Background: an optimization exercise with open tools, aiming at small area. Do not read the settings as production practice.
At most, simulation tests tie the RTL to the original design; equivalence was not proved.
No driver is modelled on the clock port, so clocking that relies on it looks cheaper here than on a real chip.

==> flow/design.v (excerpt) <==
module voice_synth (
    input  wire        clk,
    input  wire        rst,
    input  wire [15:0] cfg_divisor,
    input  wire [3:0]  cfg_kind,
    input  wire [47:0] cfg_period,
    input  wire        tx_ready,
    output reg  [7:0]  tx_data,
    output reg         tx_accept
);
For scale: about 1200 cells after synthesis, about 110 flip-flops, about 80 I/O pins, about 12000 um^2 of cells after synthesis.
==> flow/config.mk <==
export PLATFORM = sky130hd
export DESIGN_NAME = voice_synth
export DESIGN_NICKNAME = voice_synth
export VERILOG_FILES = /design/flow/design.v
export SDC_FILE = /design/flow/constraint.sdc
export NUM_CORES = 4
export LEC_CHECK = 0
export CAP_MARGIN = 0
export CORE_MARGIN = 2
export CORE_UTILIZATION = 50
export SLEW_MARGIN = 0
==> flow/constraint.sdc <==
create_clock -name core_clock -period 90.0 [get_ports {clk}]
set_input_delay 18.0000 -clock core_clock [delete_from_list [all_inputs] [get_ports {clk}]]
set_output_delay 18.0000 -clock core_clock [all_outputs]
set_load 0.01 [all_outputs]
standard.sh (not shown) runs the stock make flow with config.mk's settings and CLKGATE_MAP_FILE= SYNTH_SCRIPT=/design/flow/synth_recipe.tcl, a recipe that flattens the netlist after the stock synthesis.
==> flow/flow/run.sh <==
#!/bin/bash
# The standard layout (the standard.sh: standard synthesis, floorplan,
# placement, CTS, routing), with the ports buffered by the smallest buffer
# instead of the one buffer_ports picks by default.
set -euo pipefail
export BUFFER_PORTS_ARGS="-buffer_cell sky130_fd_sc_hd__buf_1"
bash standard.sh finish > standard_finish.log 2>&1
Rerun with:
==> flow/run.sh (new file) <==
#!/bin/bash
# synth_recipe.tcl (not shown) runs the flow's synth.tcl, then flattens the netlist and writes it again
# the make line also repeats each setting of config.mk as NAME=value (left out here)
make -C /OpenROAD-flow-scripts/flow DESIGN_CONFIG=/design/flow/config.mk WORK_HOME=/design/flow/orfs CLKGATE_MAP_FILE= SYNTH_SCRIPT=/design/flow/synth_recipe.tcl finish
removed: flow/flow/run.sh
removed: flow/standard.sh
Outcome:
- worst hold slack is about the same
- routed wire length went up by 6.6%
- setup slack gains 1.5 ns
- first-iteration DRC count went up by 6.4%
- final area went up by 4.0%
- clock skew went up by 0.0062 ns
- global-route usage went up by 0.98 points
- non-clock buffer count went up by 1
Rerun with:
Settings changed: CTS_CLUSTER_DIAMETER from default to 100, CTS_CLUSTER_SIZE from default to 30.
The new run finished with timing, DRC and antenna clean.
Fmax stays the same.
Final area stays the same.
Utilization stays the same.
Worst setup slack does not change.
Critical path depth stays the same.
Worst hold slack is unchanged.
No run of this note included a check of the RTL's function; only the layout flow was run.

voice_synth, a different RTL version from the one above (not shown whole).
For scale: ~1700 cells after synthesis, ~110 flip-flops, ~0.0099 mm² of cells after synthesis.
clock: 90.0 ns
lec_check: 0
cap_margin: 0
core_margin: 2
core_utilization: 50
slew_margin: 0
==> flow/flow/run.sh <==
#!/bin/bash
# The standard layout (standard.sh) with these changes:
#  - synthesis maps the logic for area (flow/synth_area.tcl);
#  - the ports are buffered by the smallest buffer instead of the one
#    buffer_ports picks by default;
#  - the clock tree is built of clkbuf_8 cells, without dummy loads.
set -euo pipefail
W=$(pwd)
export AREA_ABC_SCRIPT=$W/flow/abc_area.script
export FLOW_SYNTH_TCL=$W/synth_recipe.tcl
export BUFFER_PORTS_ARGS="-buffer_cell sky130_fd_sc_hd__buf_1"
export CTS_ARGS="-sink_clustering_enable -repair_clock_nets -dont_use_dummy_load -buf_list sky130_fd_sc_hd__clkbuf_8"
sed "s#SYNTH_SCRIPT=[^ ]*#SYNTH_SCRIPT=$W/flow/synth_area.tcl#" standard.sh > standard_area.sh
grep -q "SYNTH_SCRIPT=$W/flow/synth_area.tcl" standard_area.sh
bash standard_area.sh finish > standard_finish.log 2>&1
==> flow/flow/abc_area.script <==
strash
dc2
dch -f
amap
topo
==> flow/flow/synth_area.tcl <==
# The standard synthesis (synth_recipe.tcl: ORFS synthesis without the fsm
# and share passes, then flatten and rename) with two changes to the mapping
# of the logic between the registers: no full-adder extraction, and ABC maps
# with an area-oriented script (flow/abc_area.script) instead of ORFS's speed
# script.  Registers are mapped before both, so they are the same.
set ::area_abc_script $::env(AREA_ABC_SCRIPT)
proc extract_fa {args} { }
proc abc {args} {
  set i [lsearch -exact $args -script]
  if { $i >= 0 } { lset args [expr { $i + 1 }] $::area_abc_script }
  yosys abc {*}$args
}
source $::env(FLOW_SYNTH_TCL)
Edit:
==> flow/run.sh (new file) <==
#!/bin/bash
# synth_recipe.tcl (not shown) runs the flow's synth.tcl, then flattens the netlist and writes it again
# the make line also repeats each setting of config.mk as NAME=value (left out here)
make -C /OpenROAD-flow-scripts/flow DESIGN_CONFIG=/design/flow/config.mk WORK_HOME=/design/flow/orfs CLKGATE_MAP_FILE= SYNTH_SCRIPT=/design/flow/synth_recipe.tcl finish
removed: flow/flow/run.sh
removed: flow/flow/abc_area.script
removed: flow/flow/synth_area.tcl
removed: flow/standard.sh
What happened: The changed run passed the timing, design-rule and antenna checks. Register-to-register slack gets worse by 15 ns. Setup slack is worse by 15 ns. Flip-flop and latch count stays the same. Wire length fell by about 19%. Die area climbs by 16%. Synthesized area grows by 16%. Non-clock buffer count is lower by 16.
Edit:
==> flow/flow/run.sh (new file) <==
#!/bin/bash
# The standard layout (the standard.sh: standard synthesis, floorplan,
# placement, CTS, routing) with two changes: the ports are buffered by the
# smallest buffer instead of the one buffer_ports picks by default, and the
# clock tree is built of clkbuf_8 cells without dummy loads.
set -euo pipefail
export BUFFER_PORTS_ARGS="-buffer_cell sky130_fd_sc_hd__buf_1"
export CTS_ARGS="-sink_clustering_enable -repair_clock_nets -dont_use_dummy_load -buf_list sky130_fd_sc_hd__clkbuf_8"
bash standard.sh finish > standard_finish.log 2>&1
==> flow/standard.sh (new file) <==
#!/bin/bash
# synth_recipe.tcl (not shown) runs the flow's synth.tcl, then flattens the netlist and writes it again
# the make line also repeats each setting of config.mk as NAME=value (left out here)
make -C /OpenROAD-flow-scripts/flow DESIGN_CONFIG=/design/flow/config.mk WORK_HOME=/design/flow/orfs CLKGATE_MAP_FILE= SYNTH_SCRIPT=/design/flow/synth_recipe.tcl "${@:-finish}"
Settings changed: GPL_TIMING_DRIVEN set to 0.
removed: flow/run.sh
Setup slack gets worse by 4.0 ns.
Die area stays the same.
Synthesized cell count is unchanged.
Final area is lower by 5.8%.
Edit:
Settings changed: GPL_TIMING_DRIVEN 0 to unset.
Die area is unchanged.
Fmax climbs by about 3.3%.
Final area went down by 0.90%.
Worst setup slack improves by 2.5 ns.
Hold slack gets worse by 0.0041 ns.
Count of clock-buffer cells in the layout stays the same.
Clock skew went down by 0.0040 ns.
Area after synthesis does not change.
Utilization shrinks by 0.49 points.

voice_synth, a different RTL version from the one above (not shown whole).
Size: about 110 flip-flops, roughly 80 I/O pins.
// voice_synth
module voice_synth (
    input  wire        clk,
    input  wire        rst,
    input  wire [15:0] cfg_divisor,
    input  wire [3:0]  cfg_kind,
    input  wire [47:0] cfg_period,
    input  wire        tx_ready,
    output reg  [7:0]  tx_data,
    output reg         tx_accept
);
    localparam [1:0] P_COMPUTE = 2'd0, P_SENDACK = 2'd1, P_IDLE = 2'd2;
    reg [1:0] ph;
    reg [1:0] k;
    reg [15:0] w;
    reg        z;
    reg [11:0] c0, c1, c2, c3;
    reg [1:0]  pos;
    reg [11:0] per;      
    reg [1:0]  step;
    reg        fresh;
    reg [17:0] acc;
    wire [1:0] pos_next = pos + 1'b1;
    wire xfer = (ph == P_SENDACK) && tx_ready;
    wire run  = xfer || (step != 2'd0);
    wire [11:0] nphase;
    wire [16:0] addend;
    synth_osc unit (
        .en         (run),
        .kind       (cfg_kind[pos]),
        .period     (per),
        .u          (c0[11]),
        .z          (c0[10:0]),
        .next_u     (nphase[11]),
  ...
Settings: LEC_CHECK=0, CAP_MARGIN=0, CORE_MARGIN=2, CORE_UTILIZATION=50, SLEW_MARGIN=0; clock period 90.0 ns.
==> flow/flow/run.sh <==
#!/bin/bash
# The standard layout (standard.sh) with these changes:
#  - synthesis maps the logic for area (flow/synth_area.tcl);
#  - the ports are buffered by the smallest buffer instead of the one
#    buffer_ports picks by default;
#  - the clock tree is built of clkbuf_8 cells, without dummy loads, and
#    after CTS each of them that can drive its clock pins with a slew of at
#    most 100 ps becomes a clkbuf_4 (flow/post_cts.tcl).
#    the critical paths.
# Every step's full log is in orfs/logs/ as ORFS writes it; make's own output
# is in standard_finish.log.
set -euo pipefail
W=$(pwd)
export AREA_ABC_SCRIPT=$W/flow/abc_area.script
export FLOW_SYNTH_TCL=$W/synth_recipe.tcl
export BUFFER_PORTS_ARGS="-buffer_cell sky130_fd_sc_hd__buf_1"
export CTS_ARGS="-sink_clustering_enable -repair_clock_nets -dont_use_dummy_load -buf_list sky130_fd_sc_hd__clkbuf_8"
export POST_CTS_TCL=$W/flow/post_cts.tcl
sed "s#SYNTH_SCRIPT=[^ ]*#SYNTH_SCRIPT=$W/flow/synth_area.tcl#" standard.sh > standard_area.sh
grep -q "SYNTH_SCRIPT=$W/flow/synth_area.tcl" standard_area.sh
bash standard_area.sh finish > standard_finish.log 2>&1
==> flow/flow/post_cts.tcl <==
estimate_parasitics -placement
set limit 0.100
set n_small 0
foreach inst [get_cells * -filter "ref_name == sky130_fd_sc_hd__clkbuf_8"] {
  set name [get_full_name $inst]
  if { ![string match "clkbuf_*" $name] } { continue }
  set out [get_nets -of_objects [get_pins $name/X]]
  set loads [get_pins -of_objects $out -filter "direction == input"]
  replace_cell $name sky130_fd_sc_hd__clkbuf_4
  set worst 0
  foreach p $loads {
    set s [get_property $p slew_max]
    if { $s > $worst } { set worst $s }
  }
  if { $worst > $limit } {
    replace_cell $name sky130_fd_sc_hd__clkbuf_8
  } else {
    incr n_small
  }
}
set worst 0
foreach p [get_pins -hierarchical */CLK] {
  set s [get_property $p slew_max]
  if { $s > $worst } { set worst $s }
}
puts "post_cts: $n_small clock buffers now clkbuf_4; worst clock pin slew $worst"
detailed_placement
check_placement -verbose
Other scripts of this flow, unchanged in this note and not shown: flow/flow/abc_area.script, flow/flow/synth_area.tcl
Next try:
--- a/flow/flow/run.sh
+++ b/flow/flow/run.sh
@@ -7,3 +7,4 @@
 #    after CTS each of them that can drive its clock pins with a slew of at
-#    most 100 ps becomes a clkbuf_4 (flow/post_cts.tcl).
+#    most 100 ps becomes a clkbuf_4 (flow/post_cts.tcl);
+#  - after global routing, repair_timing -recover_power downsizes gates off
 #    the critical paths.
@@ -18,2 +19,3 @@
 export POST_CTS_TCL=$W/flow/post_cts.tcl
+export RECOVER_POWER=100
 sed "s#SYNTH_SCRIPT=[^ ]*#SYNTH_SCRIPT=$W/flow/synth_area.tcl#" standard.sh > standard_area.sh
The new run finished but failed the layout checks on capacitance limit, slew limit.
Design area shrinks by 0.53%.
Global-route usage does not change.
Cell count does not change.
Setup slack is worse by 7.4 ns.
Hold slack is about the same.
Via count is about the same.
Non-clock buffer count stays the same.
Next try:
--- a/flow/flow/run.sh
+++ b/flow/flow/run.sh
@@ -7,4 +7,3 @@
 #    after CTS each of them that can drive its clock pins with a slew of at
-#    most 100 ps becomes a clkbuf_4 (flow/post_cts.tcl);
-#  - after global routing, repair_timing -recover_power downsizes gates off
+#    most 100 ps becomes a clkbuf_4 (flow/post_cts.tcl).
 #    the critical paths.
@@ -19,3 +18,2 @@
 export POST_CTS_TCL=$W/flow/post_cts.tcl
-export RECOVER_POWER=100
 sed "s#SYNTH_SCRIPT=[^ ]*#SYNTH_SCRIPT=$W/flow/synth_area.tcl#" standard.sh > standard_area.sh
- GPL_TIMING_DRIVEN: not set -> 0
The changed run completed without violations.
Routed wire length goes down by 4.6%.
Final area decreases by 1.4%.
Cell count went down by 1.4%.
Hold slack loses 0.0068 ns.
Worst setup slack loses 4.6 ns.
Next try:
--- a/flow/flow/run.sh
+++ b/flow/flow/run.sh
@@ -5,8 +5,3 @@
 #    buffer_ports picks by default;
-#  - the clock tree is built of clkbuf_8 cells, without dummy loads, and
-#    after CTS each of them that can drive its clock pins with a slew of at
-#    most 100 ps becomes a clkbuf_4 (flow/post_cts.tcl).
-#    the critical paths.
-# Every step's full log is in orfs/logs/ as ORFS writes it; make's own output
-# is in standard_finish.log.
+#  - the clock tree is built of clkbuf_8 cells, without dummy loads.
 set -euo pipefail
@@ -17,3 +12,2 @@
 export CTS_ARGS="-sink_clustering_enable -repair_clock_nets -dont_use_dummy_load -buf_list sky130_fd_sc_hd__clkbuf_8"
-export POST_CTS_TCL=$W/flow/post_cts.tcl
 sed "s#SYNTH_SCRIPT=[^ ]*#SYNTH_SCRIPT=$W/flow/synth_area.tcl#" standard.sh > standard_area.sh
- GPL_TIMING_DRIVEN: 0 -> not set
removed: flow/flow/post_cts.tcl
The new run finished clean.
Global-route usage is higher by 1.6 points.
Setup slack is better by 12 ns.
Wire length is higher by 4.7%.

## what the ideal ports hide
How much do the figures lean on ideal ports? The routed layouts below were timed once more, with nothing changed but the port constraints.
Step 1, drivers: a clkbuf_16 drives clk and a buf_2 each remaining input, both assumed.
Step 2 times the ports against the registers' clock, not the clock port: input delays grow and output delays shrink by t, the midpoint of the rising clock arrivals with the driver on.
Three values: ideal, step 1, step 2; two values: the first two.
run | t (ns) | setup WS [ns] | worst setup path at the end | worst register clock-pin slew, ns
the first run of note 1 | 0.449 | 15.383 / 15.383 / 15.383 | register to register | 0.06 / 0.06
the second run of note 1 | 0.455 | 16.887 / 16.887 / 16.887 | register to register | 0.06 / 0.06
the third run of note 1 | 0.455 | 16.887 / 16.887 / 16.887 | register to register | 0.06 / 0.06
the first run of note 2 | 0.457 | 31.720 / 31.720 / 31.720 | register to register | 0.08 / 0.08
the second run of note 2 | 0.455 | 16.362 / 16.362 / 16.362 | register to register | 0.06 / 0.06
the third run of note 2 | 0.458 | 12.403 / 12.403 / 12.403 | register to register | 0.08 / 0.08
the fourth run of note 2 | 0.461 | 14.890 / 14.890 / 14.890 | register to register | 0.09 / 0.09
the first run of note 3 | 0.419 | 29.673 / 29.673 / 29.673 | register to register | 0.09 / 0.09
the second run of note 3 | 0.420 | 22.273 / 22.273 / 22.273 | register to register | 0.09 / 0.09
the third run of note 3 | 0.422 | 17.721 / 17.721 / 17.721 | register to register | 0.10 / 0.10
the fourth run of note 3 | 0.448 | 29.540 / 29.540 / 29.540 | register to register | 0.07 / 0.07
